Source: an optimization exercise on an open RTL-to-GDS flow (aim: small area, a short achievable clock period and few clock cycles). Production flows keep margins and buffers that such runs may drop.

old:
==> flow/design.v <==
module ppe_codec (
    input  wire        clk,
    input  wire        rst,
    input  wire        cmd_valid,
    output wire        cmd_ready,
    input  wire [3:0]  cmd_op,
    input  wire [7:0]  cmd_seqaddr,
    input  wire [7:0]  cmd_cmd,
    input  wire [10:0] cmd_len,
    input  wire        in_valid,
    output wire        in_ready,
    input  wire [7:0]  in_data,
    output wire        out_valid,
    input  wire        out_ready,
    output wire [7:0]  out_data,
    output wire        res_valid,
    input  wire        res_ready,
    output wire [3:0]  res_err,
    output wire [15:0] res_crc,
    output wire [7:0]  res_start,
    output wire [7:0]  res_seqaddr,
    output wire [7:0]  res_flen
);
    localparam [3:0] ERR_NONE      = 4'h0;
    localparam [3:0] ERR_TRUNCATED = 4'h5;
    localparam [3:0] ERR_CHECKSUM  = 4'h6;
    localparam [3:0] ERR_TOO_LARGE = 4'h8;
    localparam [3:0] ERR_ILLEGAL   = 4'hF;
    localparam [3:0] S_IDLE  = 4'd0,
                     S_CIN   = 4'd1,    
                     S_CZ    = 4'd2,    
                     S_EH0   = 4'd4,    
                     S_EH1   = 4'd5,    
                     S_EH2   = 4'd6,    
                     S_EH3   = 4'd7,    
                     S_EDATA = 4'd8,    
                     S_D0    = 4'd9,    
                     S_D1    = 4'd10,   
                     S_D2    = 4'd11,   
                     S_PAY   = 4'd12,   
                     S_CK0   = 4'd13,   
                     S_CK1   = 4'd14,   
                     S_SKIP  = 4'd15;   
    reg [3:0]  state;
    reg [10:0] rem;        
    reg        lst;        
    reg [7:0]  pcnt;       
    reg        plst;       
    reg        nneg;       
    reg        nbig;       
    reg [15:0] crc;
    reg [7:0]  start_b;
    reg [7:0]  seqaddr;    
    reg [7:0]  flen;       
    reg        mlo;        
    reg        tcrc;       
    reg        rcrc;       
    reg        hdr;        
    reg        pt;         
    reg [1:0]  ts;         
    reg        ttc;        
    reg        pto;        
    reg        s7f;        
    reg        first;      
    reg [3:0]  werr;       
    reg        fp;         
    reg        rv;
    reg        rz;         
    assign res_valid   = rv;
    assign res_err     = werr & {4{~rz}};
    assign res_crc     = crc;
    assign res_start   = start_b;
    assign res_seqaddr = seqaddr;
    assign res_flen    = flen;
    function [10:0] dec11(input [10:0] x);    
        integer k;
        reg     z;
        begin
            z = 1'b1;
            for (k = 0; k < 11; k = k + 1) begin
                dec11[k] = x[k] ^ z;
                z = z & ~x[k];
            end
        end
    endfunction
    function [7:0] dec8(input [7:0] x);       
        integer k;
        reg     z;
        begin
            z = 1'b1;
            for (k = 0; k < 8; k = k + 1) begin
                dec8[k] = x[k] ^ z;
                z = z & ~x[k];
            end
        end
    endfunction
    function [7:0] inc8(input [7:0] x);       
        integer k;
        reg     c;
        begin
            c = 1'b1;
            for (k = 0; k < 8; k = k + 1) begin
                inc8[k] = x[k] ^ c;
                c = c & x[k];
            end
        end
    endfunction
    function lt8(input [7:0] a, input [7:0] b);    
        integer k;
        reg     r;
        begin
            r = 1'b0;
            for (k = 0; k < 8; k = k + 1)
                r = (~a[k] & b[k]) | (~(a[k] ^ b[k]) & r);
            lt8 = r;
        end
    endfunction
    wire slot = ~rv | res_ready;
    wire ta   = |ts;       
    wire st_inc  = (state == S_CIN) | (state == S_D1) | (state == S_D2);
    wire st_inn  = (state == S_D0) | (state == S_CK0) | (state == S_CK1) | (state == S_SKIP);
    wire st_gen  = (state == S_EH0) | hdr;
    assign cmd_ready = slot & ~fp & (state == S_IDLE);
    assign in_ready  = st_inn | (st_inc & ~ta & (~rv | ~rcrc | res_ready)) |
                       (pto & out_ready & slot);
    assign out_valid = slot & (ta | st_gen | (pto & in_valid));
    assign out_data  = ({8{pto}} & in_data) | ({8{ts[0]}} & crc[7:0]) | ({8{ts[1]}} & crc[15:8]) |
                       ({8{hdr}} & seqaddr) | {1'b0, {7{s7f}}};
    wire cmd_fire = cmd_valid & cmd_ready;
    wire in_fire  = in_valid & in_ready;
    wire out_fire = out_valid & out_ready;
    wire [7:0]  cbyte = hdr ? seqaddr : in_data;
    wire [15:0] base  = crc | {16{first}};
    wire [7:0]  t     = base[15:8] ^ cbyte;
    wire        p     = (^base[15:8]) ^ (^cbyte);
    wire [15:0] crc_next = {
        base[7] ^ p,
        base[6:2],
        base[1] ^ t[7],
        base[0] ^ t[6] ^ t[7],
        t[5] ^ t[6], t[4] ^ t[5], t[3] ^ t[4], t[2] ^ t[3], t[1] ^ t[2], t[0] ^ t[1],
        p ^ t[0],
        p };
    wire trunc = nneg | (~nbig & lt8(pcnt, in_data));
    wire ok    = mlo & (in_data == crc[15:8]);
    wire cmd_zero = (cmd_len == 11'd0);
    wire cmd_big  = (|cmd_len[10:8]) | (&cmd_len[7:0]);
    wire [10:0] rem_m1 = dec11(rem);
    wire [10:0] rem_m4 = {rem[10:2] - 9'd1, rem[1:0]};
    reg [3:0] state_n;
    reg       fin;         
    reg [3:0] fin_err;
    reg       crc_step;
    reg       crc_ffff;
    reg       tstart;      
    always @* begin
        state_n  = state;
        fin      = 1'b0;
        fin_err  = werr;
        crc_step = 1'b0;
        crc_ffff = 1'b0;
        tstart   = 1'b0;
        case (state)
            S_IDLE: if (cmd_fire) begin
                case (cmd_op)
                    4'h1: state_n = cmd_zero ? S_CZ : S_CIN;
                    4'h2: state_n = cmd_big ? S_SKIP : S_EH0;
                    4'h3: if (cmd_zero) begin fin = 1'b1; fin_err = ERR_TRUNCATED; end
                          else state_n = S_D0;
                    default: if (cmd_zero) begin fin = 1'b1; fin_err = ERR_ILLEGAL; end
                             else state_n = S_SKIP;
                endcase
            end
            S_CIN: if (in_fire) begin
                crc_step = 1'b1;
                if (lst) begin tstart = 1'b1; state_n = S_IDLE; end
            end
            S_CZ: if (~ta & (~rv | ~rcrc | res_ready)) begin
                crc_ffff = 1'b1; tstart = 1'b1; state_n = S_IDLE;
            end
            S_EH0: if (out_fire & ~ta) state_n = S_EH1;
            S_EH1: if (out_fire) begin crc_step = 1'b1; state_n = S_EH2; end
            S_EH2: if (out_fire) begin crc_step = 1'b1; state_n = S_EH3; end
            S_EH3: if (out_fire) begin
                crc_step = 1'b1;
                if (rem == 11'd0) begin tstart = 1'b1; state_n = S_IDLE; end
                else state_n = S_EDATA;
            end
            S_EDATA: if (in_fire) begin
                crc_step = 1'b1;
                if (lst) begin tstart = 1'b1; state_n = S_IDLE; end
            end
            S_D0: if (in_fire) begin
                if (lst) begin fin = 1'b1; fin_err = ERR_TRUNCATED; state_n = S_IDLE; end
                else state_n = S_D1;
            end
            S_D1: if (in_fire) begin
                crc_step = 1'b1;
                if (lst) begin fin = 1'b1; fin_err = ERR_TRUNCATED; state_n = S_IDLE; end
                else state_n = S_D2;
            end
            S_D2: if (in_fire) begin
                crc_step = 1'b1;
                if (lst) begin fin = 1'b1; fin_err = ERR_TRUNCATED; state_n = S_IDLE; end
                else if (trunc) state_n = S_SKIP;
                else if (in_data == 8'd0) state_n = S_CK0;
                else state_n = S_PAY;
            end
            S_PAY: if (in_fire) begin
                crc_step = 1'b1;
                if (plst) state_n = S_CK0;
            end
            S_CK0: if (in_fire) state_n = S_CK1;
            S_CK1: if (in_fire) begin
                if (lst) begin fin = 1'b1; fin_err = ok ? ERR_NONE : ERR_CHECKSUM; state_n = S_IDLE; end
                else state_n = S_SKIP;
            end
            S_SKIP: if (in_fire & lst) begin fin = 1'b1; state_n = S_IDLE; end
            default: ;
        endcase
    end
    wire traise = ts[1] & out_fire;
    wire fraise = (fin | fp) & slot & ~ta;
    wire raise  = traise | fraise;
    wire [1:0] ts_n = tstart ? 2'd1 : (out_fire & ta) ? {ts[0], 1'b0} : ts;
    wire hdr_n  = (state_n == S_EH1) | (state_n == S_EH2) | (state_n == S_EH3);
    wire pt_n   = (state_n == S_EDATA) | (state_n == S_PAY);
    always @(posedge clk) begin
        if (rst) begin
            state <= S_IDLE;
            hdr   <= 1'b0;
            pt    <= 1'b0;
            ts    <= 2'd0;
            pto   <= 1'b0;
            s7f   <= 1'b1;
            rv    <= 1'b0;
            fp    <= 1'b0;
        end else begin
            state <= state_n;
            hdr   <= hdr_n;
            pt    <= pt_n;
            ts    <= ts_n;
            pto   <= pt_n & ~(|ts_n);
            s7f   <= ~pt_n & ~(|ts_n) & ~hdr_n;
            rv    <= raise | (rv & ~res_ready);
            fp    <= (fin | fp) & ~fraise;
        end
    end
    always @(posedge clk) begin
        if (raise) rz <= traise;
        if (raise) rcrc <= traise & ttc;
        if (tstart) ttc <= tcrc;
        if (fin) werr <= fin_err;
        if (crc_step) crc <= crc_next;
        else if (crc_ffff) crc <= 16'hFFFF;
        if (hdr & out_fire) begin
            seqaddr <= flen;
            flen    <= pcnt;
        end
        if (cmd_fire) first <= 1'b1;
        else if (crc_step) first <= 1'b0;
        if (cmd_fire) begin
            rem  <= cmd_len;
            lst  <= (cmd_len == 11'd1);
            tcrc <= (cmd_op == 4'h1);
            if (~fin) werr <= (cmd_op == 4'h2) ? ERR_TOO_LARGE : ERR_ILLEGAL;
            if (cmd_op == 4'h2) begin
                seqaddr <= cmd_seqaddr;
                pcnt    <= cmd_cmd;
                flen    <= inc8(cmd_len[7:0]);
            end
        end else if (in_fire) begin
            rem <= rem_m1;
            lst <= (rem == 11'd2);
        end
        if (in_fire) begin
            case (state)
                S_D0: start_b <= in_data;
                S_D1: begin
                    seqaddr <= in_data;
                    pcnt    <= rem_m4[7:0];
                    nneg    <= rem_m4[10];
                    nbig    <= ~rem_m4[10] & (|rem_m4[9:8]);
                end
                S_D2: begin
                    flen <= in_data;
                    pcnt <= in_data;
                    plst <= (in_data == 8'd1);
                    if (trunc) werr <= ERR_TRUNCATED;
                end
                S_PAY: begin
                    pcnt <= dec8(pcnt);
                    plst <= (pcnt == 8'd2);
                end
                S_CK0: mlo <= (in_data == crc[7:0]);
                S_CK1: werr <= ok ? ERR_NONE : ERR_CHECKSUM;
                default: ;
            endcase
        end
    end
endmodule
==> flow/config.mk <==
export PLATFORM = sky130hd
export DESIGN_NAME = ppe_codec
export DESIGN_NICKNAME = ppe_codec
export VERILOG_FILES = /design/flow/design.v
export SDC_FILE = /design/flow/constraint.sdc
export NUM_CORES = 4
export LEC_CHECK = 0
export ABC_AREA = 1
export CAP_MARGIN = 20
export CORE_MARGIN = 2
export CORE_UTILIZATION = 40
export CTS_BUF_LIST = sky130_fd_sc_hd__clkbuf_8
export CTS_CLUSTER_DIAMETER = 100
export CTS_CLUSTER_SIZE = 40
export SETUP_SLACK_MARGIN = 2.2
export SLEW_MARGIN = 20
==> flow/constraint.sdc <==
create_clock -name core_clock -period 4.5 [get_ports {clk}]
set_input_delay 0.9000 -clock core_clock [delete_from_list [all_inputs] [get_ports {clk}]]
set_output_delay 0.9000 -clock core_clock [all_outputs]
set_load 0.01 [all_outputs]
standard.sh (not shown) runs the stock make flow with config.mk's settings and CLKGATE_MAP_FILE= SYNTH_SCRIPT=/design/flow/synth_recipe.tcl, a recipe that flattens the netlist after the stock synthesis.
==> flow/flow/run.sh <==
#!/bin/bash
# Standard layout, but the port buffers are plain buf_2 cells instead of the
# resizer's default pick (a 0.5 ns delay buffer).
set -euo pipefail
export BUFFER_PORTS_ARGS="-buffer_cell sky130_fd_sc_hd__buf_2"
bash standard.sh > standard_flow.log 2>&1
old went all the way through synthesis, placement and routing and the layout is clean on timing, DRC and antenna.
Relative to old, the following input files were edited for new:
- a change of SETUP_SLACK_MARGIN from 2.2 to 1.9
==> notes.md <==
Against old, new comes in 8.4 points lower on core utilization.
Tightest hold margin ended up 0.017 ns lower on new than on old.
As far as fraction of standard cell area in multi-input logic is concerned, new and old perform about the same.
new: done, clean on timing, DRC and antenna
Post-layout minimum cycle time: new vs old up 0.14 ns
Compare new and old | placement-stage cell area higher: old
Where relative slew slack is concerned, old is outperformed by new.
Function was not checked in any run of this note: the RTL went through the layout flow alone.

==> port drivers added, routing unchanged <==
The results above use ideal ports. As a check the final layouts listed here were re-extracted and re-timed, cells and wires unchanged.
Step 1, drivers: a clkbuf_16 drives clk and a buf_2 each remaining input, both assumed.
Step 2 times the ports against the registers' clock, not the clock port: input delays grow and output delays shrink by t, the midpoint of the rising clock arrivals with the driver on.
a / b / c = no drivers / after step 1 / after step 2; a / b = the first two.
run	t (ns)	setup WS [ns]	worst setup path after step 2	clock arrival spread, ns	slew at the worst register clock pin (ns)
old	0.423	2.034 / 2.003 / 1.616	input to register	0.025 / 0.024	0.11 / 0.11
new	0.416	1.899 / 1.868 / 1.647	input to register	0.017 / 0.016	0.10 / 0.10
After both steps every run listed still meets setup and hold. The setup slack of old, which loses most, moves by -0.031 ns with the drivers and by -0.418 ns with both steps.
